Background: an optimization exercise with open tools, aiming at small area, a short achievable clock period and few clock cycles. Do not read the settings as production practice.
At most, simulation tests tie the RTL to the original design; equivalence was not proved.
For run 1, only the layout was checked, not whether the RTL still works.

$ cat design/flow/config.mk
export PLATFORM = sky130hd
export DESIGN_NAME = fpu64
export DESIGN_NICKNAME = fpu64
export VERILOG_FILES = /design/flow/design.v
export SDC_FILE = /design/flow/constraint.sdc
export NUM_CORES = 4
export LEC_CHECK = 0
export CAP_MARGIN = 20
export CORE_MARGIN = 2
export CORE_UTILIZATION = 30
export SETUP_SLACK_MARGIN = 5
export SLEW_MARGIN = 20
$ cat design/flow/constraint.sdc
create_clock -name core_clock -period 10.0 [get_ports {clk}]
set_input_delay 2.0000 -clock core_clock [delete_from_list [all_inputs] [get_ports {clk}]]
set_output_delay 2.0000 -clock core_clock [all_outputs]
set_load 0.01 [all_outputs]
$ cat design/flow/design.v
module fpu64 (
  input             clk,
  input             rst,         
  input             in_valid,
  output            in_ready,
  input      [1:0]  in_op,       
  input      [63:0] in_a,
  input      [63:0] in_b,
  output reg        out_valid,
  output reg [63:0] out_result
);
  reg        v0;
  reg [1:0]  op0;
  reg [63:0] a0, b0;
  reg               v1;
  reg               mul1, div1;    
  reg               sp1;           
  reg         [1:0] spk1;          
  reg               sg1;           
  reg               zs1;           
  reg               sub1;          
  reg        [55:0] X;             
  reg        [55:0] Y;             
  reg signed [12:0] E1;            
  localparam P_START = 3'd0, P_ITER = 3'd1, P_F1 = 3'd2, P_F2 = 3'd3, P_DEN = 3'd4;
  reg  [2:0] ph;
  reg        fst;
  reg  [1:0] qnx;    
  reg  [4:0] cnt;
  reg [61:0] S, C;
  reg [55:0] Qn;
  reg        cin, stk, negp, ylast;
  reg               v3;
  reg               sp3, z3, sg3, zs3;
  reg         [1:0] spk3;
  reg         [5:0] lz3;
  reg signed [12:0] E3;
  wire done2;
  wire take0 = v0 & (~v1 | done2);
  assign in_ready = ~v0 | take0;
  always @(posedge clk) begin
    if (rst) v0 <= 1'b0;
    else if (in_ready) v0 <= in_valid;
    if (in_ready) begin
      op0 <= in_op;
      a0  <= in_a;
      b0  <= in_b;
    end
  end
  wire        sa  = a0[63];
  wire        sb  = b0[63];
  wire [10:0] ea  = a0[62:52];
  wire [10:0] eb  = b0[62:52];
  wire [51:0] fa  = a0[51:0];
  wire [51:0] fb  = b0[51:0];
  wire        ea0 = ~|ea, eb0 = ~|eb;
  wire        eam = &ea,  ebm = &eb;
  wire        fa0 = ~|fa, fb0 = ~|fb;
  wire a_zero = ea0 & fa0, b_zero = eb0 & fb0;
  wire a_inf  = eam & fa0, b_inf  = ebm & fb0;
  wire a_nan  = eam & ~fa0, b_nan = ebm & ~fb0;
  wire [10:0] ea1 = {ea[10:1], ea[0] | ea0};
  wire [10:0] eb1 = {eb[10:1], eb[0] | eb0};
  wire [52:0] ma  = {~ea0, fa};
  wire [52:0] mb  = {~eb0, fb};
  wire is_add = ~op0[1];
  wire is_mul = op0 == 2'd2;
  wire is_div = op0 == 2'd3;
  wire sbe    = sb ^ (op0 == 2'd1);
  wire        e_lt = ea < eb;
  wire        f_lt = (ea == eb) & (fa < fb);
  wire        swap = is_add & (e_lt | f_lt);
  wire [52:0] mbig = swap ? mb : ma;
  wire [52:0] msml = (is_add & e_lt) ? ma : mb;
  wire [10:0] dab  = ea1 - eb1;
  wire [10:0] dba  = eb1 - ea1;
  wire [10:0] dd   = e_lt ? dba : dab;
  wire  [5:0] sh   = ~is_add ? 6'd0 : (|dd[10:6]) ? 6'd63 : dd[5:0];
  reg [55:0] al;
  reg        ast;
  always @* begin
    al  = {msml, 3'b000};
    ast = 1'b0;
    if (sh[0]) begin ast = ast | al[0];        al = {1'd0,  al[55:1]};  end
    if (sh[1]) begin ast = ast | (|al[1:0]);   al = {2'd0,  al[55:2]};  end
    if (sh[2]) begin ast = ast | (|al[3:0]);   al = {4'd0,  al[55:4]};  end
    if (sh[3]) begin ast = ast | (|al[7:0]);   al = {8'd0,  al[55:8]};  end
    if (sh[4]) begin ast = ast | (|al[15:0]);  al = {16'd0, al[55:16]}; end
    if (sh[5]) begin ast = ast | (|al[31:0]);  al = {32'd0, al[55:32]}; end
  end
  wire signed [12:0] e_add = {2'b00, e_lt ? eb1 : ea1};
  wire signed [12:0] e_md  = $signed({2'b00, ea1}) + (is_mul ? $signed({2'b00, eb1}) : ~$signed({2'b00, eb1}))
                             + (is_mul ? -13'sd1023 : 13'sd1023);
  reg       sp;
  reg [1:0] spk;
  always @* begin
    sp  = 1'b1;
    spk = 2'd1;
    if (is_add) begin
      if (a_nan | b_nan)          spk = 2'd1;
      else if (a_inf & b_inf)     spk = (sa == sbe) ? 2'd2 : 2'd1;
      else if (a_inf | b_inf)     spk = 2'd2;
      else                        sp  = 1'b0;
    end else if (is_mul) begin
      if (a_nan | b_nan)                          spk = 2'd1;
      else if ((a_inf & b_zero) | (a_zero & b_inf)) spk = 2'd1;
      else if (a_inf | b_inf)                     spk = 2'd2;
      else if (a_zero | b_zero)                   spk = 2'd3;
      else                                        sp  = 1'b0;
    end else begin
      if (a_nan | b_nan)                          spk = 2'd1;
      else if ((a_zero & b_zero) | (a_inf & b_inf)) spk = 2'd1;
      else if (a_inf | b_zero)                    spk = 2'd2;
      else if (a_zero | b_inf)                    spk = 2'd3;
      else                                        sp  = 1'b0;
    end
  end
  wire        first = fst;              
  wire [61:0] Sg = first ? {1'b1, 61'd0} : S;
  wire [61:0] Cg = first ? 62'd0 : C;
  wire        cg = first ? 1'b0 : cin;
  wire        ng = first ? 1'b0 : negp;
  wire  [8:0] yb = {Y[10:3], first ? 1'b0 : ylast};    
  wire [52:0] MM = X[55:3];
  function [55:0] booth_row;     
    input [2:0]  y;              
    input [52:0] m;
    reg          neg, one, two;
    reg   [53:0] mag;
    begin
      neg = y[2];
      one = y[1] ^ y[0];
      two = y[2] ? (~y[1] & ~y[0]) : (y[1] & y[0]);
      mag = one ? {1'b0, m} : (two ? {m, 1'b0} : 54'd0);
      booth_row = {~neg, neg, mag ^ {54{neg}}};
    end
  endfunction
  wire [55:0] br0 = booth_row(yb[2:0], MM);
  wire [55:0] br1 = booth_row(yb[4:2], MM);
  wire [55:0] br2 = booth_row(yb[6:4], MM);
  wire [55:0] br3 = booth_row(yb[8:6], MM);
  wire [69:0] R0 = {1'b0, 7'b1010101, br0, 1'b0, ng, 3'b000, cg};    
  wire [69:0] R1 = {6'd0, br1, 1'b0, yb[2], 6'd0};                  
  wire [69:0] R2 = {4'd0, br2, 1'b0, yb[4], 8'd0};                  
  wire [69:0] R3 = {2'd0, br3, 1'b0, yb[6], 10'd0};                 
  wire [69:0] Sgx = {8'd0, Sg};
  wire [69:0] Cgx = {8'd0, Cg};
  wire [69:0] t1s = R0 ^ R1 ^ R2;
  wire [69:0] t1c = {((R0 & R1) | (R0 & R2) | (R1 & R2)), 1'b0};
  wire [69:0] t2s = R3 ^ Sgx ^ Cgx;
  wire [69:0] t2c = {((R3 & Sgx) | (R3 & Cgx) | (Sgx & Cgx)), 1'b0};
  wire [69:0] t3s = t1s ^ t1c ^ t2s;
  wire [69:0] t3c = {((t1s & t1c) | (t1s & t2s) | (t1c & t2s)), 1'b0};
  wire [69:0] t8s = t3s ^ t3c ^ t2c;
  wire [69:0] t8c = {((t3s & t3c) | (t3s & t2c) | (t3c & t2c)), 1'b0};
  wire  [8:0] mlow = {1'b0, t8s[7:0]} + {1'b0, t8c[7:0]};
  localparam ND = 4;
  wire [56:0] D2  = {3'b000, Y[55:3], 1'b0};
  wire [16:0] D2w = D2[56:40];
  function [1:0] srt_sel;     
    input [3:0] s;
    input [3:0] c;
    reg   [3:0] e;
    begin
      e = s + c;
      srt_sel = {~e[3], e[3] & ~(&e)};
    end
  endfunction
  function [33:0] csa_w;      
    input [16:0] s;
    input [16:0] c;
    input [16:0] m;
    reg   [16:0] ys, yc;
    begin
      ys = {s[15:0], 1'b0};
      yc = {c[15:0], 1'b0};
      csa_w = {ys ^ yc ^ m, ((ys[15:0] & yc[15:0]) | (ys[15:0] & m[15:0]) | (yc[15:0] & m[15:0])), 1'b0};
    end
  endfunction
  reg [56:0] ws, wc, ys2, yc2, mm;
  reg [16:0] vs, vc;
  reg [33:0] cp, cz, cn;
  reg  [1:0] qc, sp_, sz_, sn_;
  reg [ND-1:0] dqp, dqn;
  integer j;
  always @* begin
    ws = first ? {4'd0, X[55:3]} : S[56:0];
    wc = first ? 57'd0 : C[56:0];
    vs = ws[56:40];
    vc = wc[56:40];
    qc = first ? 2'b10 : qnx;              
    for (j = 0; j < ND; j = j + 1) begin
      dqp[ND-1-j] = qc[1];
      dqn[ND-1-j] = qc[0];
      ys2 = {ws[55:0], 1'b0};
      yc2 = {wc[55:0], 1'b0};
      mm  = qc[1] ? ~D2 : (qc[0] ? D2 : 57'd0);
      ws  = ys2 ^ yc2 ^ mm;
      wc  = {((ys2[55:0] & yc2[55:0]) | (ys2[55:0] & mm[55:0]) | (yc2[55:0] & mm[55:0])), qc[1]};
      cp  = csa_w(vs, vc, ~D2w);
      cz  = csa_w(vs, vc, 17'd0);
      cn  = csa_w(vs, vc, D2w);
      sp_ = srt_sel(cp[32:29], cp[15:12]);
      sz_ = srt_sel(cz[32:29], cz[15:12]);
      sn_ = srt_sel(cn[32:29], cn[15:12]);
      vs  = qc[1] ? cp[33:17] : (qc[0] ? cn[33:17] : cz[33:17]);
      vc  = qc[1] ? cp[16:0]  : (qc[0] ? cn[16:0]  : cz[16:0]);
      qc  = qc[1] ? sp_ : (qc[0] ? sn_ : sz_);
    end
  end
  always @(posedge clk) qnx <= qc;
  wire add_op = ~mul1 & ~div1;
  reg  [56:0] ca, cb;
  reg         c0, cor;
  wire [56:0] Wr   = S[56:0];
  wire        w_z  = ~|Wr;
  wire        w_md = ((Wr ^ D2) == {(Wr[55:0] | D2[55:0]), 1'b0});
  wire        rem_nz = ~(w_z | w_md);
  always @* begin
    ca = {1'b0, X}; cb = {1'b0, Y}; c0 = 1'b0; cor = 1'b0;
    if (ph == P_START) begin
      ca = {1'b0, X}; cb = sub1 ? ~{1'b0, Y} : {1'b0, Y}; c0 = sub1;
    end else if (ph == P_F1 & mul1) begin
      ca = {S[55:0], cin}; cb = {C[55:0], cin}; cor = stk;
    end else if (ph == P_F1) begin
      ca = S[56:0]; cb = C[56:0];
    end else begin
      ca = {X, ~S[56]}; cb = {~Qn, ~S[56]}; cor = rem_nz;
    end
  end
  wire [56:0] csum0 = ca + cb + {56'd0, c0};
  wire [56:0] csum  = {csum0[56:1], csum0[0] | cor};
  function [6:0] lzc64;    
    input [63:0] x;
    reg [31:0] v1; reg [31:0] c1;
    reg [15:0] v2; reg [31:0] c2;
    reg  [7:0] v3; reg [23:0] c3;
    reg  [3:0] v4; reg [15:0] c4;
    reg  [1:0] v5; reg  [9:0] c5;
    integer i;
    begin
      for (i = 0; i < 32; i = i + 1) begin
        v1[i] = x[2*i+1] | x[2*i];
        c1[i] = ~x[2*i+1];
      end
      for (i = 0; i < 16; i = i + 1) begin
        v2[i] = v1[2*i+1] | v1[2*i];
        c2[2*i +: 2] = v1[2*i+1] ? {1'b0, c1[2*i+1]} : {1'b1, c1[2*i]};
      end
      for (i = 0; i < 8; i = i + 1) begin
        v3[i] = v2[2*i+1] | v2[2*i];
        c3[3*i +: 3] = v2[2*i+1] ? {1'b0, c2[2*(2*i+1) +: 2]} : {1'b1, c2[2*(2*i) +: 2]};
      end
      for (i = 0; i < 4; i = i + 1) begin
        v4[i] = v3[2*i+1] | v3[2*i];
        c4[4*i +: 4] = v3[2*i+1] ? {1'b0, c3[3*(2*i+1) +: 3]} : {1'b1, c3[3*(2*i) +: 3]};
      end
      for (i = 0; i < 2; i = i + 1) begin
        v5[i] = v4[2*i+1] | v4[2*i];
        c5[5*i +: 5] = v4[2*i+1] ? {1'b0, c4[4*(2*i+1) +: 4]} : {1'b1, c4[4*(2*i) +: 4]};
      end
      lzc64 = {~(v5[1] | v5[0]), v5[1] ? {1'b0, c5[9:5]} : {1'b1, c5[4:0]}};
    end
  endfunction
  wire [63:0] mark  = (~|E1[12:6]) ? (64'h8000000000000000 >> E1[5:0]) : 64'd0;
  wire  [6:0] lzr   = lzc64({csum, 7'd0} | mark);
  wire        czero = ~|csum;
  wire  [5:0] lzl   = lzr[5:0];
  wire prenorm = (mul1 | div1) & ~sp1 & (~X[55] | ~Y[55]);
  wire e_ok    = ~E1[12] & (E1 != 13'sd0);             
  assign done2 = v1 & ((ph == P_START & (sp1 | add_op)) |
                       (ph == P_F1 & mul1 & e_ok) |
                       (ph == P_F2 & e_ok) |
                       (ph == P_DEN & (E1 == 13'sd0 | E1 < -13'sd60)));
  always @(posedge clk) begin
    if (mul1) begin
      S   <= t8s[69:8];
      C   <= t8c[69:8];
      cin <= mlow[8];
      negp  <= yb[8];
      ylast <= yb[8];
      stk <= (first ? 1'b0 : stk) | (|mlow[7:0]);
    end else begin
      S   <= {5'd0, ws};
      C   <= {5'd0, wc};
    end
    if (ph == P_START | ph == P_ITER) Qn <= {Qn[55-ND:0], dqn};
    if (ph == P_F1 | ph == P_F2 | (ph == P_START & (sp1 | add_op)))
      S <= {5'd0, csum};
    if (ph == P_DEN) begin
      if (E1 < -13'sd60) S <= {61'd0, |S[56:0]};
      else               S <= {6'd0, S[56:2], S[1] | S[0]};
    end
    lz3 <= (ph == P_DEN) ? 6'd1 : lzl;
    z3  <= czero & add_op;
    E3  <= (ph == P_DEN) ? 13'sd1 : E1;
    sp3 <= sp1; spk3 <= spk1; sg3 <= sg1; zs3 <= zs1;
    if (take0) begin
      X    <= {mbig, 3'b000};
      Y    <= (is_add & f_lt) ? {ma, 3'b000} : {al[55:1], al[0] | ast};
      E1   <= is_add ? e_add : e_md;
      mul1 <= is_mul;
      div1 <= is_div;
      sp1  <= sp;
      spk1 <= spk;
      sg1  <= is_add ? (swap ? sbe : sa) : (sa ^ sb);
      zs1  <= sa & sbe;
      sub1 <= sa ^ sbe;
      ph   <= P_START;
      fst  <= 1'b1;
      cnt  <= 5'd0;
    end else if (v1) begin
      case (ph)
        P_START: begin
          if (prenorm) begin
            if (~X[55]) X <= {X[54:0], 1'b0};
            if (~Y[55]) Y <= {Y[54:0], 1'b0};
            E1 <= E1 - {12'd0, ~X[55]} + ((div1 & ~Y[55]) ? 13'sd1 : (~Y[55] ? -13'sd1 : 13'sd0));
          end else begin
            fst <= 1'b0;
          end
          if (~prenorm & ~sp1 & ~add_op) begin
            ph  <= P_ITER;
            cnt <= 5'd1;
            if (mul1) Y <= {8'd0, Y[55:8]};
            else      X <= {X[55-ND:0], dqp};
          end
        end
        P_ITER: begin
          cnt <= cnt + 5'd1;
          if (mul1) begin
            Y <= {8'd0, Y[55:8]};
            if (cnt == 5'd6) ph <= P_F1;
          end else begin
            X <= {X[55-ND:0], dqp};
            if (cnt == 56 / ND - 1) ph <= P_F1;
          end
        end
        P_F1: begin
          if (div1)       ph <= P_F2;
          else if (~e_ok) ph <= P_DEN;
        end
        P_F2: begin
          if (~e_ok) ph <= P_DEN;
        end
        default: begin  
          E1 <= (E1 < -13'sd60) ? 13'sd1 : E1 + 13'sd1;
        end
      endcase
    end
    if (rst) begin
      v1 <= 1'b0;
      v3 <= 1'b0;
    end else begin
      if (take0)      v1 <= 1'b1;
      else if (done2) v1 <= 1'b0;
      v3 <= done2;
    end
  end
  wire        [56:0] Vs  = S[56:0] << lz3;
  wire signed [12:0] Ef  = E3 + 13'sd1 - $signed({7'd0, lz3});
  wire        [52:0] sig = Vs[56:4];
  wire               rup = Vs[3] & (Vs[2] | Vs[1] | Vs[0] | sig[0]);
  wire        [53:0] R   = {1'b0, sig} + {53'd0, rup};
  wire               ovf = (Ef >= 13'sd2047) | (R[53] & (Ef == 13'sd2046));
  wire        [10:0] ef1 = Ef[10:0] + 11'd1;
  wire        [10:0] ef  = R[53] ? ef1 : (R[52] ? Ef[10:0] : 11'd0);
  reg         [63:0] res;
  always @* begin
    if (sp3)
      case (spk3)
        2'd2:    res = {sg3, 11'h7FF, 52'd0};
        2'd3:    res = {sg3, 63'd0};
        default: res = 64'h7FF8000000000000;
      endcase
    else if (z3)  res = {zs3, 63'd0};
    else if (ovf) res = {sg3, 11'h7FF, 52'd0};
    else          res = {sg3, ef, R[51:0]};
  end
  always @(posedge clk) begin
    out_result <= res;
    if (rst) out_valid <= 1'b0;
    else     out_valid <= v3;
  end
endmodule
$ cat design/flow/run.sh
#!/bin/bash
# synth_recipe.tcl (not shown) runs the flow's synth.tcl, then flattens the netlist and writes it again
# the make line also repeats each setting of config.mk as NAME=value (left out here)
make -C /OpenROAD-flow-scripts/flow DESIGN_CONFIG=/design/flow/config.mk WORK_HOME=/design/flow/orfs CLKGATE_MAP_FILE= SYNTH_SCRIPT=/design/flow/synth_recipe.tcl finish
==> results.txt, run 1 <==
WS Path Type=flop to flop; Max-slew headroom=20.34%; Post-synth EDFFs=319; CTS tree=built; skew final=0.06484 ns; Ys Warns=1; first-pass GRT wire length=slightly below 500,000 um; Vias/cell=between 5 and 6; GP Congestion=1.008; wire length per cell=28.40 um; Setup WS pre-CTS=2.101 ns; fmax=148.6 MHz; crit start category=flop; top post-synthesis cells by area=edfxtp_1 14%, fa_1 14%, dfxtp_1 6.5%; Crit Path Max Fanout=5; share of post-route cells with drive strength above 1=around 22%; DRC=0; drt first pass iters=7; cell repeated most along the worst path=inv_2; clock root buffer=clkbuf_16; PortBufs=198; CORE AREA=roughly 230,000 um2; die height=487.2 um; total grt overflow=0; number of global-route vias before repair=between 60,000 and 70,000; CTS Buffer Depth=3; WP data required=between 10 and 15 ns; initial core utilization=between 30% and 40%; fin crit period=6.730 ns; status=finished clean; DPL Wire Length=243,300 um; Crit-path slowest cell=fa_2; worst skew pair latency=about 0.73 ns; hold crit path type=flop to flop; period utilization=67.30%; Async SR Flop Fraction=0%; setup ws final=3.270 ns; Fin. Hold Viols=0; Clock Sinks=546; die width=between 400 and 500 um; area of the die=~240,000 um2; mapped cell area=70,050 um2; Synth-to-Final Area Change=26.68%; RSZ-0062 raised after global routing=true; final wirelength=341,400 um; I/O pin total=~200; hold buffers post-CTS=0; Avg Inst Size Synth=roughly 8 um2; Netlist cell types=between 100 and 150; top-count cell post-synth=inv_1; antenna violations before repair=17; Most Crowded Layer GR=met2; final setup vio count=0; Worst path max stage delay=0.52 ns; Final Slew Violations=0; list of most frequent post-synthesis cells=916 x inv_1, 896 x nand2_1, 617 x nor2_1; post-synthesis cell count=8,591; syn nets=9,558; Filler cells=roughly 23,000; # rows=177; CTS H-tree depth=3; Most used DFF post-synth=edfxtp_1; antenna-violating nets left=0; GR Util met2=between 40% and 50%; Final #Nets=9,881; Clock transition at path regs=0.07 ns; max cap viols=0; global-route usage over all layers=around 28%; number of buffers created by CTS=69; final setup TNS=0 ns; met1 usage=35.36%; share of Yosys cell area claimed by the top area cell type=between 10% and 20%; Iter 0 DRT Violations=8,914; Seq/Total Area, Yosys=20.16%; CP startpoint=fst$_SDFFE_PP1P_; area leader, netlist=edfxtp_1; largest net degree at the start of global routing=101; met3 Use GR=8.933%; worst r2r src=fst$_SDFFE_PP1P_; FF+latch count, synth=~550; hold path startpoint=spk1[0]$_DFFE_PP_; CP arrival=between 7 and 8 ns; via count=70,460; Slew @ Worst Pin=1.182 ns; CP endpoint kind=flop
[placed cells by master, fill, tap and decap left out, types with 32 or more instances in the layout]
master and n:
nand4_1 65, ha_1 312, inv_1 876, fa_1 452
buf_4 529, mux2_2 90, mux2i_1 265, o2111ai_1 58
nand3_1 232, dfxtp_1 189, nor3_1 71, o21bai_1 39
a21oi_1 493, a22oi_1 214, clkbuf_16 76, xor2_1 82
o211ai_1 111, o21ai_1 117, o21ai_2 94, a21o_1 103
mux4_2 83, buf_12 53, and3_1 32, nor2_1 582
nand2b_1 115, nor2b_1 41, nand2_1 845, o21ai_0 376
and2_1 36, a21oi_2 71, edfxtp_1 319, xnor2_1 413
mux2i_4 55, mux2i_2 46, nor4_1 61, clkdlybuf4s50_1 197
a211oi_1 43, buf_6 94
[cells by family after synthesis]
| family | share of synthesized area, % |
|---|---|
| AO/OA/AOI/OAI | 19.10 |
| XOR/XNOR | 6.752 |
| adder cells (fa/ha/maj) | 20.05 |
| buffers and inverters | 8.936 |
| flip-flops | 20.16 |
| multiplexers | 9.656 |
| AND/OR/NAND/NOR | 15.34 |
[worst max-delay path: cells and delay by family (launching register included)]
| family | cells | cell delay (ns) |
|---|---|---|
| buffers and inverters | 11 | 1.22 |
| muxes | 1 | 0.27 |
| AOI/OAI and AO/OA | 8 | 1.24 |
| and+or+nand+nor | 8 | 0.83 |
| DFF | 1 | 0.41 |
| adders and majority gates | 7 | 2.41 |
| xor gates and xnor gates | 1 | 0.15 |
[per-layer routing]
metal / routed length (um) / up-vias
met5: 8 / -
met4: 24870 / 2
met3: 42780 / 1054
met2: 142200 / 4559
met1: 131500 / 34410
li1: - / 30440
[area by class of cell]
cell class	count	area, um2	area share, %
multi-input cells	6441	55390	62.42
clock inverters	45	429.2	0.4836
well taps	3043	3807	4.291
diodes	8	20.02	0.02256
repair inverters	1	8.758	0.009870
inverters	927	3585	4.040
repair buffers	928	9439	10.64
flip-flops and latches	546	14210	16.01
clock buffers	82	1848	2.083
[worst paths after layout]
kind,endpoint,slack (ns),cells after the start
hold / removal,spk3[0]$_DFF_P_,0.44,0
hold reg to reg,spk3[0]$_DFF_P_,0.44,0
setup reg to reg,S[17]$_DFF_P_,3.27,36
setup / recovery,S[17]$_DFF_P_,3.27,36
[what timing repair did]
action                                  CTS  global route
endpoints found under the setup margin  393           501
pin swaps                               205           241
buffers inserted                        322           149
resized for setup                       946           472
cloned                                   39             6
[through the flow]
stage                     cells  hold slack, ns  util (%)  area [um2]
after global routing      12010          0.4469     38.19       88720
final                     12020          0.4430     38.20       88740
after CTS                 11860          0.4421     36.83       85550
after global placement    11370          0.4197     32.53       75580
after detailed placement  11370          0.4301     32.53       75580
after floorplan            8591          0.3233         -       70800
[sequential cells by signal, indices dropped and copies added, names as in the netlist, 2 cells and up]
signal / count
E3: 13
X: 56
E1: 13
spk1: 2
Y: 56
S: 60
Qn: 56
op0: 2
qnx: 2
out_result: 64
a0: 64
cnt: 5
b0: 64
ph: 3
spk3: 2
lz3: 6
C: 60
==> inputs of run 2 (changes only) <==
--- a/design/flow/design.v
+++ b/design/flow/design.v
@@ -22,13 +22,13 @@
   reg        [55:0] X;             
   reg        [55:0] Y;             
   reg signed [12:0] E1;            
-  localparam P_START = 3'd0, P_ITER = 3'd1, P_F1 = 3'd2, P_F2 = 3'd3, P_DEN = 3'd4;
+  localparam P_START = 3'd0, P_ITER = 3'd1, P_F1 = 3'd2, P_DEN = 3'd4;
   reg  [2:0] ph;
   reg        fst;
   reg  [1:0] qnx;    
   reg  [4:0] cnt;
-  reg [61:0] S, C;
-  reg [55:0] Qn;
+  reg [65:0] S, C;
+  reg [55:0] Qn;          
   reg        cin, stk, negp, ylast;
   reg               v3;
   reg               sp3, z3, sg3, zs3;
@@ -116,11 +116,11 @@
     end
   end
   wire        first = fst;              
-  wire [61:0] Sg = first ? {1'b1, 61'd0} : S;
-  wire [61:0] Cg = first ? 62'd0 : C;
+  wire [65:0] Sg = first ? {1'b1, 65'd0} : S;
+  wire [65:0] Cg = first ? 66'd0 : C;
   wire        cg = first ? 1'b0 : cin;
   wire        ng = first ? 1'b0 : negp;
-  wire  [8:0] yb = {Y[10:3], first ? 1'b0 : ylast};    
+  wire [12:0] yb = {Y[14:3], first ? 1'b0 : ylast};    
   wire [52:0] MM = X[55:3];
   function [55:0] booth_row;     
     input [2:0]  y;              
@@ -139,31 +139,42 @@
   wire [55:0] br1 = booth_row(yb[4:2], MM);
   wire [55:0] br2 = booth_row(yb[6:4], MM);
   wire [55:0] br3 = booth_row(yb[8:6], MM);
-  wire [69:0] R0 = {1'b0, 7'b1010101, br0, 1'b0, ng, 3'b000, cg};    
-  wire [69:0] R1 = {6'd0, br1, 1'b0, yb[2], 6'd0};                  
-  wire [69:0] R2 = {4'd0, br2, 1'b0, yb[4], 8'd0};                  
-  wire [69:0] R3 = {2'd0, br3, 1'b0, yb[6], 10'd0};                 
-  wire [69:0] Sgx = {8'd0, Sg};
-  wire [69:0] Cgx = {8'd0, Cg};
-  wire [69:0] t1s = R0 ^ R1 ^ R2;
-  wire [69:0] t1c = {((R0 & R1) | (R0 & R2) | (R1 & R2)), 1'b0};
-  wire [69:0] t2s = R3 ^ Sgx ^ Cgx;
-  wire [69:0] t2c = {((R3 & Sgx) | (R3 & Cgx) | (Sgx & Cgx)), 1'b0};
-  wire [69:0] t3s = t1s ^ t1c ^ t2s;
-  wire [69:0] t3c = {((t1s & t1c) | (t1s & t2s) | (t1c & t2s)), 1'b0};
-  wire [69:0] t8s = t3s ^ t3c ^ t2c;
-  wire [69:0] t8c = {((t3s & t3c) | (t3s & t2c) | (t3c & t2c)), 1'b0};
-  wire  [8:0] mlow = {1'b0, t8s[7:0]} + {1'b0, t8c[7:0]};
+  wire [55:0] br4 = booth_row(yb[10:8], MM);
+  wire [55:0] br5 = booth_row(yb[12:10], MM);
+  wire [77:0] R0 = {1'b0, 11'b10101010101, br0, 1'b0, ng, 7'd0, cg};   
+  wire [77:0] R1 = {10'd0, br1, 1'b0, yb[2], 10'd0};                  
+  wire [77:0] R2 = {8'd0, br2, 1'b0, yb[4], 12'd0};                   
+  wire [77:0] R3 = {6'd0, br3, 1'b0, yb[6], 14'd0};                   
+  wire [77:0] R4 = {4'd0, br4, 1'b0, yb[8], 16'd0};                   
+  wire [77:0] R5 = {2'd0, br5, 1'b0, yb[10], 18'd0};                  
+  wire [77:0] Sgx = {12'd0, Sg};
+  wire [77:0] Cgx = {12'd0, Cg};
+  wire [77:0] t1s = R0 ^ R1 ^ R2;
+  wire [77:0] t1c = {((R0 & R1) | (R0 & R2) | (R1 & R2)), 1'b0};
+  wire [77:0] t2s = R3 ^ R4 ^ R5;
+  wire [77:0] t2c = {((R3 & R4) | (R3 & R5) | (R4 & R5)), 1'b0};
+  wire [77:0] t3s = t1s ^ t1c ^ t2s;
+  wire [77:0] t3c = {((t1s & t1c) | (t1s & t2s) | (t1c & t2s)), 1'b0};
+  wire [77:0] t4s = t2c ^ Sgx ^ Cgx;
+  wire [77:0] t4c = {((t2c & Sgx) | (t2c & Cgx) | (Sgx & Cgx)), 1'b0};
+  wire [77:0] t5s = t3s ^ t3c ^ t4s;
+  wire [77:0] t5c = {((t3s & t3c) | (t3s & t4s) | (t3c & t4s)), 1'b0};
+  wire [77:0] t8s = t5s ^ t5c ^ t4c;
+  wire [77:0] t8c = {((t5s & t5c) | (t5s & t4c) | (t5c & t4c)), 1'b0};
+  wire [12:0] mlow = {1'b0, t8s[11:0]} + {1'b0, t8c[11:0]};
   localparam ND = 4;
   wire [56:0] D2  = {3'b000, Y[55:3], 1'b0};
   wire [16:0] D2w = D2[56:40];
   function [1:0] srt_sel;     
     input [3:0] s;
     input [3:0] c;
-    reg   [3:0] e;
+    reg   [3:0] p, g;
+    reg         sgn;
     begin
-      e = s + c;
-      srt_sel = {~e[3], e[3] & ~(&e)};
+      p   = s ^ c;
+      g   = s & c;
+      sgn = p[3] ^ (g[2] | (p[2] & g[1]) | (p[2] & p[1] & g[0]));
+      srt_sel = {~sgn, sgn & ~(&p)};
     end
   endfunction
   function [33:0] csa_w;      
@@ -209,26 +220,50 @@
     end
   end
   always @(posedge clk) qnx <= qc;
+  wire        [55:0] Qo  = first ? 56'd0 : X;
+  wire        [55:0] QMo = first ? {56{1'b1}} : Qn;
+  reg [ND-1:0] lq, lqm;
+  reg          hq, hqm, t;      
+  integer k;
+  always @* begin
+    lq = {ND{1'b0}}; lqm = {ND{1'b1}}; hq = 1'b0; hqm = 1'b1;
+    for (k = ND - 1; k >= 0; k = k - 1) begin
+      if (dqp[k]) begin           
+        lqm = {lq[ND-2:0], 1'b0};
+        lq  = {lq[ND-2:0], 1'b1};
+        hqm = hq;
+      end else if (dqn[k]) begin  
+        lq  = {lqm[ND-2:0], 1'b1};
+        lqm = {lqm[ND-2:0], 1'b0};
+        hq  = hqm;
+      end else begin              
+        lq  = {lq[ND-2:0], 1'b0};
+        lqm = {lqm[ND-2:0], 1'b1};
+      end
+    end
+  end
+  wire        [55:0] Qnew  = {(hq  ? QMo[55-ND:0] : Qo[55-ND:0]), lq};
+  wire        [55:0] QMnew = {(hqm ? QMo[55-ND:0] : Qo[55-ND:0]), lqm};
   wire add_op = ~mul1 & ~div1;
   reg  [56:0] ca, cb;
   reg         c0, cor;
-  wire [56:0] Wr   = S[56:0];
+  wire [56:0] Wr   = csum0;
   wire        w_z  = ~|Wr;
   wire        w_md = ((Wr ^ D2) == {(Wr[55:0] | D2[55:0]), 1'b0});
   wire        rem_nz = ~(w_z | w_md);
+  wire [56:0] vdiv = {(Wr[56] ? Qn : X), rem_nz};
   always @* begin
     ca = {1'b0, X}; cb = {1'b0, Y}; c0 = 1'b0; cor = 1'b0;
     if (ph == P_START) begin
       ca = {1'b0, X}; cb = sub1 ? ~{1'b0, Y} : {1'b0, Y}; c0 = sub1;
     end else if (ph == P_F1 & mul1) begin
       ca = {S[55:0], cin}; cb = {C[55:0], cin}; cor = stk;
-    end else if (ph == P_F1) begin
-      ca = S[56:0]; cb = C[56:0];
     end else begin
-      ca = {X, ~S[56]}; cb = {~Qn, ~S[56]}; cor = rem_nz;
+      ca = S[56:0]; cb = C[56:0];
     end
   end
-  wire [56:0] csum0 = ca + cb + {56'd0, c0};
+  wire [57:0] csum1 = {ca, c0} + {cb, c0};     
+  wire [56:0] csum0 = csum1[57:1];
   wire [56:0] csum  = {csum0[56:1], csum0[0] | cor};
   function [6:0] lzc64;    
     input [63:0] x;
@@ -269,29 +304,28 @@
   wire prenorm = (mul1 | div1) & ~sp1 & (~X[55] | ~Y[55]);
   wire e_ok    = ~E1[12] & (E1 != 13'sd0);             
   assign done2 = v1 & ((ph == P_START & (sp1 | add_op)) |
-                       (ph == P_F1 & mul1 & e_ok) |
-                       (ph == P_F2 & e_ok) |
+                       (ph == P_F1 & e_ok) |
                        (ph == P_DEN & (E1 == 13'sd0 | E1 < -13'sd60)));
   always @(posedge clk) begin
     if (mul1) begin
-      S   <= t8s[69:8];
-      C   <= t8c[69:8];
-      cin <= mlow[8];
-      negp  <= yb[8];
-      ylast <= yb[8];
-      stk <= (first ? 1'b0 : stk) | (|mlow[7:0]);
+      S   <= t8s[77:12];
+      C   <= t8c[77:12];
+      cin <= mlow[12];
+      negp  <= yb[12];
+      ylast <= yb[12];
+      stk <= (first ? 1'b0 : stk) | (|mlow[11:0]);
     end else begin
-      S   <= {5'd0, ws};
-      C   <= {5'd0, wc};
+      S   <= {9'd0, ws};
+      C   <= {9'd0, wc};
     end
-    if (ph == P_START | ph == P_ITER) Qn <= {Qn[55-ND:0], dqn};
-    if (ph == P_F1 | ph == P_F2 | (ph == P_START & (sp1 | add_op)))
-      S <= {5'd0, csum};
+    Qn <= QMnew;
+    if (ph == P_F1 | (ph == P_START & (sp1 | add_op)))
+      S <= {9'd0, div1 ? vdiv : csum};
     if (ph == P_DEN) begin
-      if (E1 < -13'sd60) S <= {61'd0, |S[56:0]};
-      else               S <= {6'd0, S[56:2], S[1] | S[0]};
+      if (E1 < -13'sd60) S <= {65'd0, |S[56:0]};
+      else               S <= {10'd0, S[56:2], S[1] | S[0]};
     end
-    lz3 <= (ph == P_DEN) ? 6'd1 : lzl;
+    lz3 <= (ph == P_DEN) ? 6'd1 : (div1 & ph == P_F1) ? {5'd0, ~vdiv[56]} : lzl;
     z3  <= czero & add_op;
     E3  <= (ph == P_DEN) ? 13'sd1 : E1;
     sp3 <= sp1; spk3 <= spk1; sg3 <= sg1; zs3 <= zs1;
@@ -322,25 +356,21 @@
           if (~prenorm & ~sp1 & ~add_op) begin
             ph  <= P_ITER;
             cnt <= 5'd1;
-            if (mul1) Y <= {8'd0, Y[55:8]};
-            else      X <= {X[55-ND:0], dqp};
+            if (mul1) Y <= {12'd0, Y[55:12]};
+            else      X <= Qnew;
           end
         end
         P_ITER: begin
           cnt <= cnt + 5'd1;
           if (mul1) begin
-            Y <= {8'd0, Y[55:8]};
-            if (cnt == 5'd6) ph <= P_F1;
+            Y <= {12'd0, Y[55:12]};
+            if (cnt == 5'd4) ph <= P_F1;
           end else begin
-            X <= {X[55-ND:0], dqp};
+            X <= Qnew;
             if (cnt == 56 / ND - 1) ph <= P_F1;
           end
         end
         P_F1: begin
-          if (div1)       ph <= P_F2;
-          else if (~e_ok) ph <= P_DEN;
-        end
-        P_F2: begin
           if (~e_ok) ph <= P_DEN;
         end
         default: begin  
--- a/design/flow/config.mk
+++ b/design/flow/config.mk
@@ -8,5 +8,6 @@
 export CAP_MARGIN = 20
 export CORE_MARGIN = 2
 export CORE_UTILIZATION = 30
-export SETUP_SLACK_MARGIN = 5
+export SETUP_SLACK_MARGIN = 4
 export SLEW_MARGIN = 20
+export TNS_END_PERCENT = 0
==> run 2 against run 1 <==
  * Still clean on timing, DRC and antenna
  * Maximum frequency is 5.4% lower
  * Clock skew is 0.023 ns lower
  * Hold slack worse by 0.10 ns
==> results.txt, run 2 <==
crit start category=flop; DRC=0; biggest regs=C x65, S x65; hold buffers post-CTS=0; Hold Crit Endpoint=spk3[1]$_DFF_P_; Final Instance Area=86,370 um2; Multi-input gate area=57,610 um2; Avg Inst Size Synth=8.159 um2; Crit-path slowest cell=xor2_2; Post-synth EDFFs=263; hold path startpoint=spk1[1]$_DFFE_PP_; PortBufs=198; DP Area=slightly above 80,000 um2; global-route usage over all layers=30.99%; Max-slew headroom=16.36%; Final Non-Filler Cells=12,650; skew final=approximately 0.042 ns; clock root buffer=clkbuf_16; reg-to-reg endpoint=S[0]$_DFF_P_; list of most frequent post-synthesis cells=1,052 x nand2_1, 855 x inv_1, 782 x o21ai_0; FF+latch count, synth=556; top post-synthesis cells by area=fa_1 15%, edfxtp_1 10%, dfxtp_1 7.7%; drt first pass iters=9; WP data required=10.62 ns; Async SR Flop Fraction=0%; Ys Warns=1; max cap viols=0; share of Yosys cell area claimed by the top area cell type=15.15%; commonest non-fill, non-tap cell in the layout=nand2_1; CP endpoint kind=flop; Clock Sinks=around 560; number of global-route vias before repair=around 74,000; antenna violations before repair=28; largest net degree at the start of global routing=150; wire length per cell=approximately 33 um; hold path depth=0; worst-path cell chain=nor3b_2 > and2_4 > buf_4 > mux2i_1 > o21ai_0 > fa_1 > a21o_1 > a21oi_1 > o21bai_2 > a2111oi_4 > buf_4 > or4_1 > nand2_1 > a41oi_1 > xor2_2 > and2_1 > nand4_1 > or4_1 > or4_1 > nor2_1 > nand4b_1 > nand3_1 > a21oi_1; Worst path max stage delay=0.82 ns; Slew @ Worst Pin=1.254 ns; # rows=185; Synth-to-Final Area Change=13.11%; Reg2Reg Depth=23; top-count cell post-synth=nand2_1; worst r2r src=ph[2]$_SDFFE_PP0P_; CTS Buffer Depth=3; GP Congestion=roughly 1.0; first-pass GRT wire length=575,200 um; CP arrival=7.73 ns; Final #Nets=10,310; final setup vio count=0; hold crit path type=flop to flop; delay-heaviest family, CP=simple AND/OR/NAND/NOR gates; Netlist cell types=125; mapped cell area=around 76,000 um2; final setup TNS=0 ns; Seq. cell area=13,780 um2; worst skew pair latency=0.75 ns; most frequent cells in the layout=1,034 x nand2_1, 846 x inv_1, 704 x o21ai_0; Final Slew Violations=0; number of buffers created by CTS=73; status=finished clean; fmax=140.5 MHz; syn nets=10,460; I/O pin total=199; r2r setup slk=about 2.9 ns; Finished Core Util=34.05%; period utilization=71.15%; area leader, netlist=fa_1; cell repeated most along the worst path=or4_1; total grt overflow=0; antenna-violating nets left=0; initial core utilization=a little under a third; die height=508.5 um; Seq/Total Area, Yosys=approximately 18%; via count=76,770; Vias/cell=6.070; post-synthesis cell count=9,359; share of post-route cells with drive strength above 1=10.92%; fin crit period=7.115 ns; area of the die=258,600 um2; post-placement cell count=~12,000; Crit Path Max Fanout=12; WP buf/inv=2; DPL Wire Length=between 300,000 and 400,000 um; Most used DFF post-synth=dfxtp_1; final wirelength=412,300 um; CTS tree=built; RSZ-0062 raised after global routing=true; Clock transition at path regs=0.06 ns; Fin. Hold Viols=0; die width=~510 um; Iter 0 DRT Violations=10,980; WS Path Type=flop to flop; CTS H-tree depth=3; CORE AREA=253,700 um2; Filler cells=roughly 27,000
[run 2: cells by family (layout without fill, tap and decap cells)]
logic type / after synthesis / count (layout) / synth area share, %
mux: 551 / 551 / 8.817
simple gates: 2494 / 2496 / 14.94
fa+ha+maj: 972 / 972 / 21.60
flops: 556 / 556 / 18.02
xor+xnor: 629 / 629 / 7.224
compound gates: 2512 / 2514 / 20.99
other cells: 0 / 12 / 0
buf+inv: 1645 / 1553 / 8.409
[run 2: layer usage]
layer,vias up,global-route usage [%],routed length (um)
li1,32200,-,-
met3,1282,8.893,48920
met4,16,20.94,33790
met2,5413,45.89,173300
met1,37860,38.91,156200
met5,-,0,100
[run 2: timing repair]
item	4_1_cts	5_1_grt
gates resized for setup	179	10
pin swaps	49	1
hold endpoints to repair	0	0
endpoints found under the setup margin	291	347
gates cloned	12	0
setup buffers	65	1
[run 2: layout make-up]
cell class | instances | share of cell area [%]
Antenna cell | 12 | 0.03477
Multi-Input combinational cell | 7162 | 66.70
Timing Repair Buffer | 550 | 5.887
Tap cell | 3366 | 4.876
Sequential cell | 556 | 15.96
Inverter | 869 | 3.794
Clock buffer | 112 | 2.550
Clock inverter | 22 | 0.2072
[run 2: worst max-delay path by stage]
stage / cells past startpoint / endpoint / from
CTS: 34 / S[29]$_DFF_P_ / fst$_SDFFE_PP1P_
global route: 36 / S[23]$_DFF_P_ / fst$_SDFFE_PP1P_
finish: 23 / S[0]$_DFF_P_ / ph[2]$_SDFFE_PP0P_
global placement: 29 / X[25]$_DFFE_PP_ / fst$_SDFFE_PP1P_
floorplan: 39 / S[6]$_DFF_P_ / fst$_SDFFE_PP1P_
detailed placement: 29 / X[19]$_DFFE_PP_ / fst$_SDFFE_PP1P_
[run 2: through the flow]
step / setup WS [ns] / hold WS, ns
floorplan: 3.072 / 0.3233
global placement: 1.756 / 0.3403
detailed placement: 1.780 / 0.3296
CTS: 3.259 / 0.3423
global route: 2.809 / 0.3472
finish: 2.885 / 0.3401
Testbench counts of run 2, summed over its fixed seeds: cycles 63,835.
==> inputs of run 3 (changes only) <==
--- a/design/flow/design.v
+++ b/design/flow/design.v
@@ -195,11 +195,11 @@
   reg [ND-1:0] dqp, dqn;
   integer j;
   always @* begin
-    ws = first ? {4'd0, X[55:3]} : S[56:0];
-    wc = first ? 57'd0 : C[56:0];
+    ws = S[56:0];
+    wc = C[56:0];
     vs = ws[56:40];
     vc = wc[56:40];
-    qc = first ? 2'b10 : qnx;              
+    qc = qnx;
     for (j = 0; j < ND; j = j + 1) begin
       dqp[ND-1-j] = qc[1];
       dqn[ND-1-j] = qc[0];
@@ -219,9 +219,10 @@
       qc  = qc[1] ? sp_ : (qc[0] ? sn_ : sz_);
     end
   end
-  always @(posedge clk) qnx <= qc;
-  wire        [55:0] Qo  = first ? 56'd0 : X;
-  wire        [55:0] QMo = first ? {56{1'b1}} : Qn;
+  wire div_init = (ph == P_START) & div1;
+  always @(posedge clk) qnx <= div_init ? 2'b10 : qc;
+  wire        [55:0] Qo  = X;
+  wire        [55:0] QMo = Qn;
   reg [ND-1:0] lq, lqm;
   reg          hq, hqm, t;      
   integer k;
@@ -314,11 +315,14 @@
       negp  <= yb[12];
       ylast <= yb[12];
       stk <= (first ? 1'b0 : stk) | (|mlow[11:0]);
+    end else if (div_init) begin
+      S   <= {13'd0, X[55:3]};
+      C   <= 66'd0;
     end else begin
       S   <= {9'd0, ws};
       C   <= {9'd0, wc};
     end
-    Qn <= QMnew;
+    Qn <= div_init ? {56{1'b1}} : QMnew;
     if (ph == P_F1 | (ph == P_START & (sp1 | add_op)))
       S <= {9'd0, div1 ? vdiv : csum};
     if (ph == P_DEN) begin
@@ -355,9 +359,13 @@
           end
           if (~prenorm & ~sp1 & ~add_op) begin
             ph  <= P_ITER;
-            cnt <= 5'd1;
-            if (mul1) Y <= {12'd0, Y[55:12]};
-            else      X <= Qnew;
+            if (mul1) begin
+              cnt <= 5'd1;
+              Y   <= {12'd0, Y[55:12]};
+            end else begin
+              cnt <= 5'd0;
+              X   <= 56'd0;
+            end
           end
         end
         P_ITER: begin
@@ -367,7 +375,7 @@
             if (cnt == 5'd4) ph <= P_F1;
           end else begin
             X <= Qnew;
-            if (cnt == 56 / ND - 1) ph <= P_F1;
+            if (cnt == 56 / ND - 1) ph <= P_F1;    
           end
         end
         P_F1: begin
--- a/design/flow/config.mk
+++ b/design/flow/config.mk
@@ -5,6 +5,7 @@
 export SDC_FILE = /design/flow/constraint.sdc
 export NUM_CORES = 4
 export LEC_CHECK = 0
+export ABC_AREA = 1
 export CAP_MARGIN = 20
 export CORE_MARGIN = 2
 export CORE_UTILIZATION = 30
==> run 3 against run 2 <==
  * Sequential share of layout area is 0.46 points higher
  * Critical path depth decreased by 5
  * Still clean on timing, DRC and antenna
  * Worst setup slack improved by 1.0 ns
  * Global-route usage down 1.9 points
  * Maximum frequency increased by 16%
  * Hold slack better by 0.079 ns
  * Largest cell class unchanged
  * Clock-buffer cell count down 14
  * Register-to-register slack improved by 1.0 ns
==> results.txt, run 3 <==
hold crit path type=flop to flop; largest net degree at the start of global routing=between 100 and 150; Crit Path Max Fanout=30; post-synthesis xor/xnor area fraction=under 10%; final setup TNS=0 ns; global-route usage over all layers=29.11%; mapped cell area=74,200 um2; DRC=0; total grt overflow=0; I/O pin total=199; CTS Buffer Depth=3; Final Non-Filler Cells=13,800; Avg Inst Size Synth=7.013 um2; DPL Wire Length=288,700 um; clock root buffer=clkbuf_16; Clock transition at path regs=0.06 ns; Post-synth EDFFs=about 260; Final Slew Violations=0; Most used DFF post-synth=dfxtp_1; CP startpoint=Y[3]$_DFFE_PP_; Iter 0 DRT Violations=12,400; final setup vio count=0; reg-to-reg endpoint=S[46]$_DFF_P_; hold buffers post-CTS=0; drt first pass iters=11; RSZ-0062 raised after global routing=true; Async SR Flop Fraction=0%; number of buffers created by CTS=75; Reg2Reg Depth=18; wire length per cell=between 20 and 30 um; antenna violations before repair=35; top post-synthesis cells by area=fa_1 16%, edfxtp_1 11%, nand2_1 10%; via count=a little over 80,000; Synth-to-Final Area Change=13.24%; WS Path Type=flop to flop; CTS H-tree depth=3; share of post-route cells with drive strength above 1=7.075%; FF+latch count, synth=roughly 560; max cap viols=0; top-count cell post-synth=nand2_1; GP Congestion=1.128; crit start category=flop; final wirelength=385,300 um; status=finished clean; Max-slew headroom=23.06%; post-synthesis cell count=10,580; initial core utilization=between 30% and 40%; biggest regs=C x65, S x65; list of most frequent post-synthesis cells=1,991 x nand2_1, 1,274 x inv_1, 1,103 x o21ai_0; WP data required=10.69 ns; r2r setup slk=3.88 ns; Ys Warns=1; PortBufs=198; area leader, netlist=fa_1; fin crit period=6.120 ns; Vias/cell=5.848; syn nets=11,680; area of the die=251,300 um2; Netlist cell types=75; Critical Path Sink=S[46]$_DFF_P_; mux contribution to synthesized area=less than 1%; fmax=around 160 MHz; Hold WS=between 0.4 and 0.5 ns; # rows=182; skew final=0.09848 ns; commonest non-fill, non-tap cell in the layout=nand2_1; Compound-Gate Fraction of Synth Area=20.74%; Filler cells=26,730; Final #Nets=11,600; largest family of logic cells by synthesized area=adder cells; Clock Sinks=556; die height=501.3 um; Seq/Total Area, Yosys=18.55%; Synth Area in Simple Gates=21.20%; worst skew pair latency=0.81 ns; Fin. Hold Viols=0; antenna-violating nets left=0; most frequent cells in the layout=1,976 x nand2_1, 1,243 x inv_1, 999 x o21ai_0; CTS tree=built; CP endpoint kind=flop; number of global-route vias before repair=74,230; CP arrival=between 6 and 7 ns; first-pass GRT wire length=534,200 um; post-placement cell count=approximately 14,000; share of Yosys cell area claimed by the top area cell type=between 10% and 20%; worst r2r src=Y[3]$_DFFE_PP_; post-synthesis adder-cell area fraction=between 20% and 30%; CORE AREA=245,900 um2; Slew @ Worst Pin=roughly 1.1 ns; die width=501.3 um; period utilization=61.20%
[run 3: worst min path at each step]
stage	start	end	slack (ns)	cells past startpoint
global route	v3$_SDFF_PP0_	out_valid$_SDFF_PP0_	0.43	2
finish	v3$_SDFF_PP0_	out_valid$_SDFF_PP0_	0.42	2
CTS	v3$_SDFF_PP0_	out_valid$_SDFF_PP0_	0.42	2
detailed placement	v3$_SDFF_PP0_	out_valid$_SDFF_PP0_	0.40	2
global placement	v3$_SDFF_PP0_	out_valid$_SDFF_PP0_	0.40	2
floorplan	sg1$_DFFE_PP_	sg3$_DFF_P_	0.32	0
[run 3: critical path, stage by stage, from the launching register on]
cell and delay (ns):
edfxtp_1 0.32, buf_4 0.22, clkinv_1 0.49, ha_1 0.54
nor3_2 0.33, clkinv_2 0.42, buf_4 0.41, o22ai_1 0.20
xor2_1 0.20, fa_1 0.45, inv_1 0.08, fa_1 0.43
fa_1 0.49, inv_1 0.05, fa_1 0.56, nor2_1 0.07
nor2_1 0.36, o21ai_0 0.18, a31oi_1 0.19
[run 3: through the flow]
step	instance area, um2	util [%]	setup slack [ns]
floorplan	74200	-	3.841
global placement	79220	32.21	2.287
detailed placement	79220	32.21	2.216
CTS	82440	33.52	3.917
global route	83970	34.14	3.807
finish	84020	34.16	3.880
[run 3: layout make-up]
cell class	count	area [um2]	area share, %
multi-input combinational	7965	53270	63.40
sequential	556	13790	16.42
inverter	1390	5339	6.354
timing repair buffer	509	4932	5.870
tap	3220	4029	4.795
clock buffer	98	2116	2.518
clock inverter	41	491.7	0.5852
antenna	22	55.05	0.06552
[run 3: what timing repair did]
| action | CTS | global route |
|---|---|---|
| gates resized for setup | 117 | 253 |
| endpoints found under the hold margin | 0 | 0 |
| setup buffers | 29 | 57 |
| setup endpoints to repair | 248 | 356 |
| pin swaps | 12 | 52 |
| cloned | 2 | 15 |
[run 3: metal layers]
layer / share of wire [%] / track usage (%)
met5: 0.023 / 0
met4: 8.3 / 19.28
met3: 14 / 10.36
met2: 40 / 40.89
met1: 38 / 37.25
[run 3: cells by family (layout without fill, tap and decap cells)]
group           count (synthesis)  count (layout)
mux                            28              28
flops                         556             556
other cells                     0              22
fa+ha+maj                     968             968
xor+xnor                      524             524
buf+inv                      2062            2038
compound gates               2745            2745
simple gates                 3697            3700
Testbench counts of run 3, summed over its fixed seeds: cycles 66,305.
==> inputs of run 4 (changes only) <==
--- a/design/flow/config.mk
+++ b/design/flow/config.mk
@@ -5,7 +5,6 @@
 export SDC_FILE = /design/flow/constraint.sdc
 export NUM_CORES = 4
 export LEC_CHECK = 0
-export ABC_AREA = 1
 export CAP_MARGIN = 20
 export CORE_MARGIN = 2
 export CORE_UTILIZATION = 30
==> run 4 against run 3 <==
  * Area after synthesis up 2.1%
  * First-iteration DRC count fell by 2.1%
  * Critical path depth grew 4
  * Clock skew is 0.026 ns lower
==> results.txt, run 4 <==
hold path depth=0; cell repeated most along the worst path=nand2_1; total grt overflow=0; die width=slightly above 500 um; PortBufs=slightly below 200; worst skew pair latency=~0.8 ns; # rows=184; Vias/cell=6.142; Worst path max stage delay=just under 0.9 ns; max cap viols=0; Iter 0 DRT Violations=12,150; CTS H-tree depth=3; Clock transition at path regs=0.06 ns; Seq/Total Area, Yosys=a little under a fifth; clock root buffer=clkbuf_16; CP endpoint kind=flop; wire length per cell=32.92 um; Max-slew headroom=between 10 and 15%; period utilization=69.46%; share of Yosys cell area claimed by the top area cell type=15.22%; Netlist cell types=99; DPL Wire Length=308,200 um; skew final=0.07257 ns; die height=between 500 and 600 um; Synth-to-Final Area Change=13.96%; CTS Buffer Depth=3; Most used DFF post-synth=dfxtp_1; WP data required=10.67 ns; GP Congestion=1.123; instance count on the critical path=22; Reg2Reg Depth=22; Post-synth EDFFs=roughly 260; biggest regs=C x65, S x65; share of post-route cells with drive strength above 1=between 10% and 20%; top-count cell post-synth=nand2_1; Fin. Hold Viols=0; DRC=0; WP buf/inv=3; fmax=144.0 MHz; hold crit path type=flop to flop; WS Path Type=flop to flop; Clock Sinks=556; final setup TNS=0 ns; antenna violations before repair=45; delay-heaviest family, CP=compound AO/OA/AOI/OAI gates; I/O pin total=199; global-route usage over all layers=roughly a third; initial core utilization=around 30%; area of the die=256,600 um2; final setup vio count=0; most frequent cells in the layout=1,203 x nand2_1, 828 x inv_1, 599 x nor2_1; final wirelength=419,100 um; number of global-route vias before repair=approximately 75,000; area leader, netlist=fa_1; antenna-violating nets left=0; number of buffers created by CTS=72; largest net degree at the start of global routing=149; RSZ-0062 raised after global routing=true; first-pass GRT wire length=approximately 580,000 um; worst-path cell chain=nor2_4 > and2_2 > nand2_8 > buf_4 > nand2_1 > a31oi_1 > ha_1 > nand2_1 > nor2_1 > nand3_1 > a31oi_1 > a211o_1 > a2bb2oi_2 > o211ai_1 > a21oi_1 > xor2_4 > clkinv_1 > buf_4 > nand2_1 > a311oi_1 > a21oi_1 > o21ai_0; Avg Inst Size Synth=8.057 um2; crit start category=flop; CORE AREA=251,200 um2; hold buffers post-CTS=0; fin crit period=6.946 ns; top post-synthesis cells by area=fa_1 15%, edfxtp_1 10%, dfxtp_1 7.7%; status=finished clean; drt first pass iters=10; Final Slew Violations=0; post-synthesis cell count=9,403; commonest non-fill, non-tap cell in the layout=nand2_1; CTS tree=built; list of most frequent post-synthesis cells=1,213 x nand2_1, 845 x inv_1, 618 x clkbuf_1, 618 x nor2_1, 576 x fa_1; Ys Warns=1; Crit Path Max Fanout=51; CP arrival=roughly 7.6 ns; Crit-path slowest cell=a311oi_1; Slew @ Worst Pin=1.252 ns; Final #Nets=10,400; Async SR Flop Fraction=0%; mapped cell area=~76,000 um2; syn nets=approximately 11,000; FF+latch count, synth=roughly 560; via count=about 78,000
[run 4: changes by cell type after synthesis, moves of 112 or more]
cell      before   now
a21o_1         7   119
a21oi_1      739   513
a22oi_1        3   334
inv_1       1274   845
mux2_2         1   141
mux2i_1       27   269
nand2_1     1991  1213
nand2b_1       0   132
nand3_1      705   250
o21ai_0     1103   558
o22ai_1      349    39
xnor2_1       79   486
xor2_1       441   135
[run 4: repair_timing]
item / CTS / global route
gates cloned: 17 / 1
buffers inserted: 76 / 21
pin swaps: 47 / 13
resized for setup: 193 / 25
endpoints found under the setup margin: 299 / 343
[run 4: cell type report]
type	count	area, um2
tap	3348	4189
clock buffer	86	1894
multi-input combinational	7211	57020
clock inverter	45	558.0
inverter	858	3249
antenna	31	77.57
timing repair buffer	596	5550
fill	25950	164800
sequential	556	13800
[run 4: worst paths after layout]
kind	startpoint	endpoint	slack, ns
max	ph[0]$_SDFFE_PP0P_	S[31]$_DFF_P_	3.05
min	spk1[1]$_DFFE_PP_	spk3[1]$_DFF_P_	0.34
min reg2reg	spk1[1]$_DFFE_PP_	spk3[1]$_DFF_P_	0.34
max reg2reg	ph[0]$_SDFFE_PP0P_	S[31]$_DFF_P_	3.05
[run 4: stage by stage]
| stage | instance area, um2 | utilization (%) | worst slack (ns) | instances | hold WS, ns |
|---|---|---|---|---|---|
| floorplan | 75990 | - | 3.071 | 9403 | 0.3233 |
| global placement | 81770 | 32.56 | 1.112 | 12450 | 0.3276 |
| global route | 86270 | 34.35 | 2.967 | 12700 | 0.3476 |
| detailed placement | 81790 | 32.56 | 1.486 | 12450 | 0.3279 |
| CTS | 85960 | 34.22 | 3.291 | 12680 | 0.3377 |
| finish | 86340 | 34.38 | 3.054 | 12730 | 0.3365 |
[run 4: routing by layer]
layer	GRT usage [%]	vias to the layer above	wire length [um]
li1	-	32460	-
met4	21.79	26	35690
met1	38.98	38650	157500
met3	9.960	1414	50970
met5	0	-	305
met2	46.11	5646	174600
[run 4: logic make-up (layout without fill, tap and decap cells)]
| logic type | count (synthesis) | in the layout | share of synthesized area [%] |
|---|---|---|---|
| AO/OA/AOI/OAI | 2365 | 2366 | 20.31 |
| XOR/XNOR | 625 | 625 | 7.298 |
| adder cells (fa/ha/maj) | 970 | 970 | 21.72 |
| buffers and inverters | 1644 | 1585 | 8.282 |
| flip-flops | 556 | 556 | 18.17 |
| multiplexers | 485 | 486 | 7.879 |
| other | 0 | 31 | 0 |
| AND/OR/NAND/NOR | 2758 | 2764 | 16.34 |
==> inputs of run 5 (changes only) <==
--- a/design/flow/design.v
+++ b/design/flow/design.v
@@ -121,7 +121,7 @@
   wire        cg = first ? 1'b0 : cin;
   wire        ng = first ? 1'b0 : negp;
   wire [12:0] yb = {Y[14:3], first ? 1'b0 : ylast};    
-  wire [52:0] MM = X[55:3];
+  wire [52:0] MM = {1'b1, X[54:3]};     
   function [55:0] booth_row;     
     input [2:0]  y;              
     input [52:0] m;
@@ -163,7 +163,7 @@
   wire [77:0] t8c = {((t5s & t5c) | (t5s & t4c) | (t5c & t4c)), 1'b0};
   wire [12:0] mlow = {1'b0, t8s[11:0]} + {1'b0, t8c[11:0]};
   localparam ND = 4;
-  wire [56:0] D2  = {3'b000, Y[55:3], 1'b0};
+  wire [56:0] D2  = {3'b000, 1'b1, Y[54:3], 1'b0};    
   wire [16:0] D2w = D2[56:40];
   function [1:0] srt_sel;     
     input [3:0] s;
--- a/design/flow/config.mk
+++ b/design/flow/config.mk
@@ -5,6 +5,7 @@
 export SDC_FILE = /design/flow/constraint.sdc
 export NUM_CORES = 4
 export LEC_CHECK = 0
+export ABC_AREA = 1
 export CAP_MARGIN = 20
 export CORE_MARGIN = 2
 export CORE_UTILIZATION = 30
==> run 5 against run 4 <==
  * Wire length shrank 2.4%
  * Highest routed layer unchanged
  * Register-to-register slack gained 0.64 ns
  * Cell count grew 7.4%
  * Worst setup slack gained 0.64 ns
==> results.txt, run 5 <==
status=finished clean; CTS H-tree depth=3; GP Congestion=1.112; Vias/cell=5.878; WS Path Type=flop to flop; total grt overflow=0; die height=between 400 and 500 um; # rows=181; post-synthesis cell count=about 10,000; Post-synth EDFFs=approximately 260; commonest non-fill, non-tap cell in the layout=nand2_1; CTS Buffer Depth=3; CTS tree=built; Clock transition at path regs=0.06 ns; RSZ-0062 raised after global routing=true; worst skew pair latency=0.79 ns; area of the die=249,100 um2; global-route usage over all layers=31.43%; FF+latch count, synth=556; list of most frequent post-synthesis cells=1,968 x nand2_1, 1,260 x inv_1, 1,146 x o21ai_0; clock root buffer=clkbuf_16; Hold WS=0.3324 ns; Critical Path Sink=S[55]$_DFF_P_; Filler cells=26,270; Final #Nets=11,480; wire length per cell=29.90 um; CP startpoint=Y[31]$_DFFE_PP_; final setup TNS=0 ns; syn nets=11,540; final setup vio count=0; WP data required=about 11 ns; worst r2r src=Y[31]$_DFFE_PP_; first-pass GRT wire length=roughly 570,000 um; Synth-to-Final Area Change=14.01%; fin crit period=6.310 ns; DPL Wire Length=308,700 um; final wirelength=408,900 um; max cap viols=0; Most used DFF post-synth=dfxtp_1; Max-slew headroom=6.657%; DRC=0; antenna violations before repair=34; Final Instance Area=83,830 um2; fmax=between 150 and 200 MHz; r2r setup slk=3.69 ns; hold crit path type=flop to flop; Ys Warns=1; DP Area=78,920 um2; Seq/Total Area, Yosys=18.72%; Fin. Hold Viols=0; initial core utilization=30.20%; Clock Sinks=556; drt first pass iters=7; share of post-route cells with drive strength above 1=7.342%; Slew @ Worst Pin=1.386 ns; Netlist cell types=74; via count=80,370; CORE AREA=243,500 um2; period utilization=63.10%; top-count cell post-synth=nand2_1; most frequent cells in the layout=1,949 x nand2_1, 1,232 x inv_1, 1,045 x o21ai_0; I/O pin total=199; top post-synthesis cells by area=fa_1 15%, edfxtp_1 11%, nand2_1 10%; Avg Inst Size Synth=7.042 um2; area leader, netlist=fa_1; Iter 0 DRT Violations=12,340; PortBufs=198; die width=499.1 um; Async SR Flop Fraction=0%; skew final=0.05536 ns; share of Yosys cell area claimed by the top area cell type=roughly 15%; biggest regs=C x65, S x65; CP endpoint kind=flop; Final Slew Violations=0; antenna-violating nets left=0; Reg2Reg Depth=21; number of buffers created by CTS=75; CP arrival=6.99 ns; number of global-route vias before repair=between 70,000 and 80,000; Crit Path Max Fanout=41; largest net degree at the start of global routing=105; reg-to-reg endpoint=S[55]$_DFF_P_; mapped cell area=73,520 um2; crit start category=flop
## run 5: layout make-up
class / instances / area, um2 / share of cell area (%)
flip-flops and latches: 556 / 13800 / 16.46
well taps: 3202 / 4006 / 4.779
repair buffers: 533 / 5144 / 6.136
clock inverters: 38 / 583.1 / 0.6956
inverters: 1364 / 5239 / 6.250
multi-input cells: 7857 / 52870 / 63.07
clock buffers: 99 / 2120 / 2.528
diodes: 25 / 62.56 / 0.07463
## run 5: layer usage
metal  wire length, um  global-route usage [%]
met4             34950                   21.63
met2            163200                   44.90
met5               325                       0
met1            154800                   39.70
met3             55530                   10.57
## run 5: worst min-delay path by stage
stage	cells after the start	slack, ns	startpoint	to
6_report	0	0.33	spk1[0]$_DFFE_PP_	spk3[0]$_DFF_P_
5_1_grt	0	0.35	spk1[0]$_DFFE_PP_	spk3[0]$_DFF_P_
4_1_cts	0	0.34	spk1[0]$_DFFE_PP_	spk3[0]$_DFF_P_
3_5_place_dp	0	0.33	zs1$_DFFE_PP_	zs3$_DFF_P_
3_3_place_gp	0	0.33	spk1[1]$_DFFE_PP_	spk3[1]$_DFF_P_
2_1_floorplan	0	0.32	sg1$_DFFE_PP_	sg3$_DFF_P_
## run 5: kinds of logic (layout without fill, tap and decap cells)
family,Yosys count,count (layout),share of synthesized area [%]
compound gates,2785,2786,21.25
xor+xnor,547,547,6.572
fa+ha+maj,962,962,22.17
buf+inv,2032,2034,10.63
flops,556,556,18.72
mux,33,33,0.4544
other cells,0,25,0
simple gates,3526,3529,20.20
## run 5: critical path, cell delays in order, from the launching register on
cell and delay (ns):
edfxtp_1 0.85, clkinv_1 0.74, nand2_1 0.20, a21oi_1 0.14, ha_1 0.42, a21oi_1 0.18, inv_1 0.07, a31oi_1 0.24
o21ai_0 0.16, inv_1 0.12, o21ai_0 0.12, a221oi_1 0.25, nand2_1 0.08, inv_1 0.07, or2_0 0.27, nand2_8 0.26
inv_1 0.19, buf_4 0.38, o21ai_0 0.13, o21ai_0 1.01, a21oi_1 0.06, o21ai_0 0.23
## run 5: per-stage QoR
stage,instances,utilization [%],setup slack [ns]
2_1_floorplan,10440,-,4.003
3_3_place_gp,13420,32.40,2.506
3_5_place_dp,13420,32.42,2.306
4_1_cts,13580,33.83,3.789
5_1_grt,13650,34.41,3.624
6_report,13670,34.43,3.690
## run 5: timing repair
action | 4_1_cts | 5_1_grt
resized for setup | 130 | 235
setup buffers | 22 | 51
hold endpoints to repair | 0 | 0
pin swaps | 5 | 54
gates cloned | 4 | 13
setup endpoints to repair | 306 | 296
hold buffers | 0 | 0
Testbench counts of run 5, summed over its fixed seeds: cycles 66,305.

## what the ideal ports hide
Ports are ideal in the flow. The routed layouts listed here were re-timed in OpenROAD. Step 1, drivers: a clkbuf_16 drives clk and a buf_2 each remaining input, both assumed. Step 2 adds t to the input delays and takes it off the output delays; t is the mean of the earliest and latest rising clock arrival at the registers after step 1. Input paths then give back, and output paths get back, about the clock's delay inside the block. Slacks: no drivers / after step 1 / after step 2; pairs: no drivers / after step 1.
| run | t (ns) | setup slack, ns | worst data-port slew with drivers (ns) | cell pins on the clock port's net |
|---|---|---|---|---|
| run 1 | 0.784 | 3.270 / 3.270 / 3.270 | 0.07 | 1 |
| run 2 | 0.824 | 2.885 / 2.885 / 2.885 | 0.08 | 1 |
| run 3 | 0.859 | 3.880 / 3.832 / 3.880 | 0.11 | 1 |
| run 4 | 0.848 | 3.054 / 3.054 / 3.054 | 0.09 | 1 |
| run 5 | 0.852 | 3.690 / 3.690 / 3.690 | 0.08 | 1 |
After both steps every run listed still meets setup and hold.
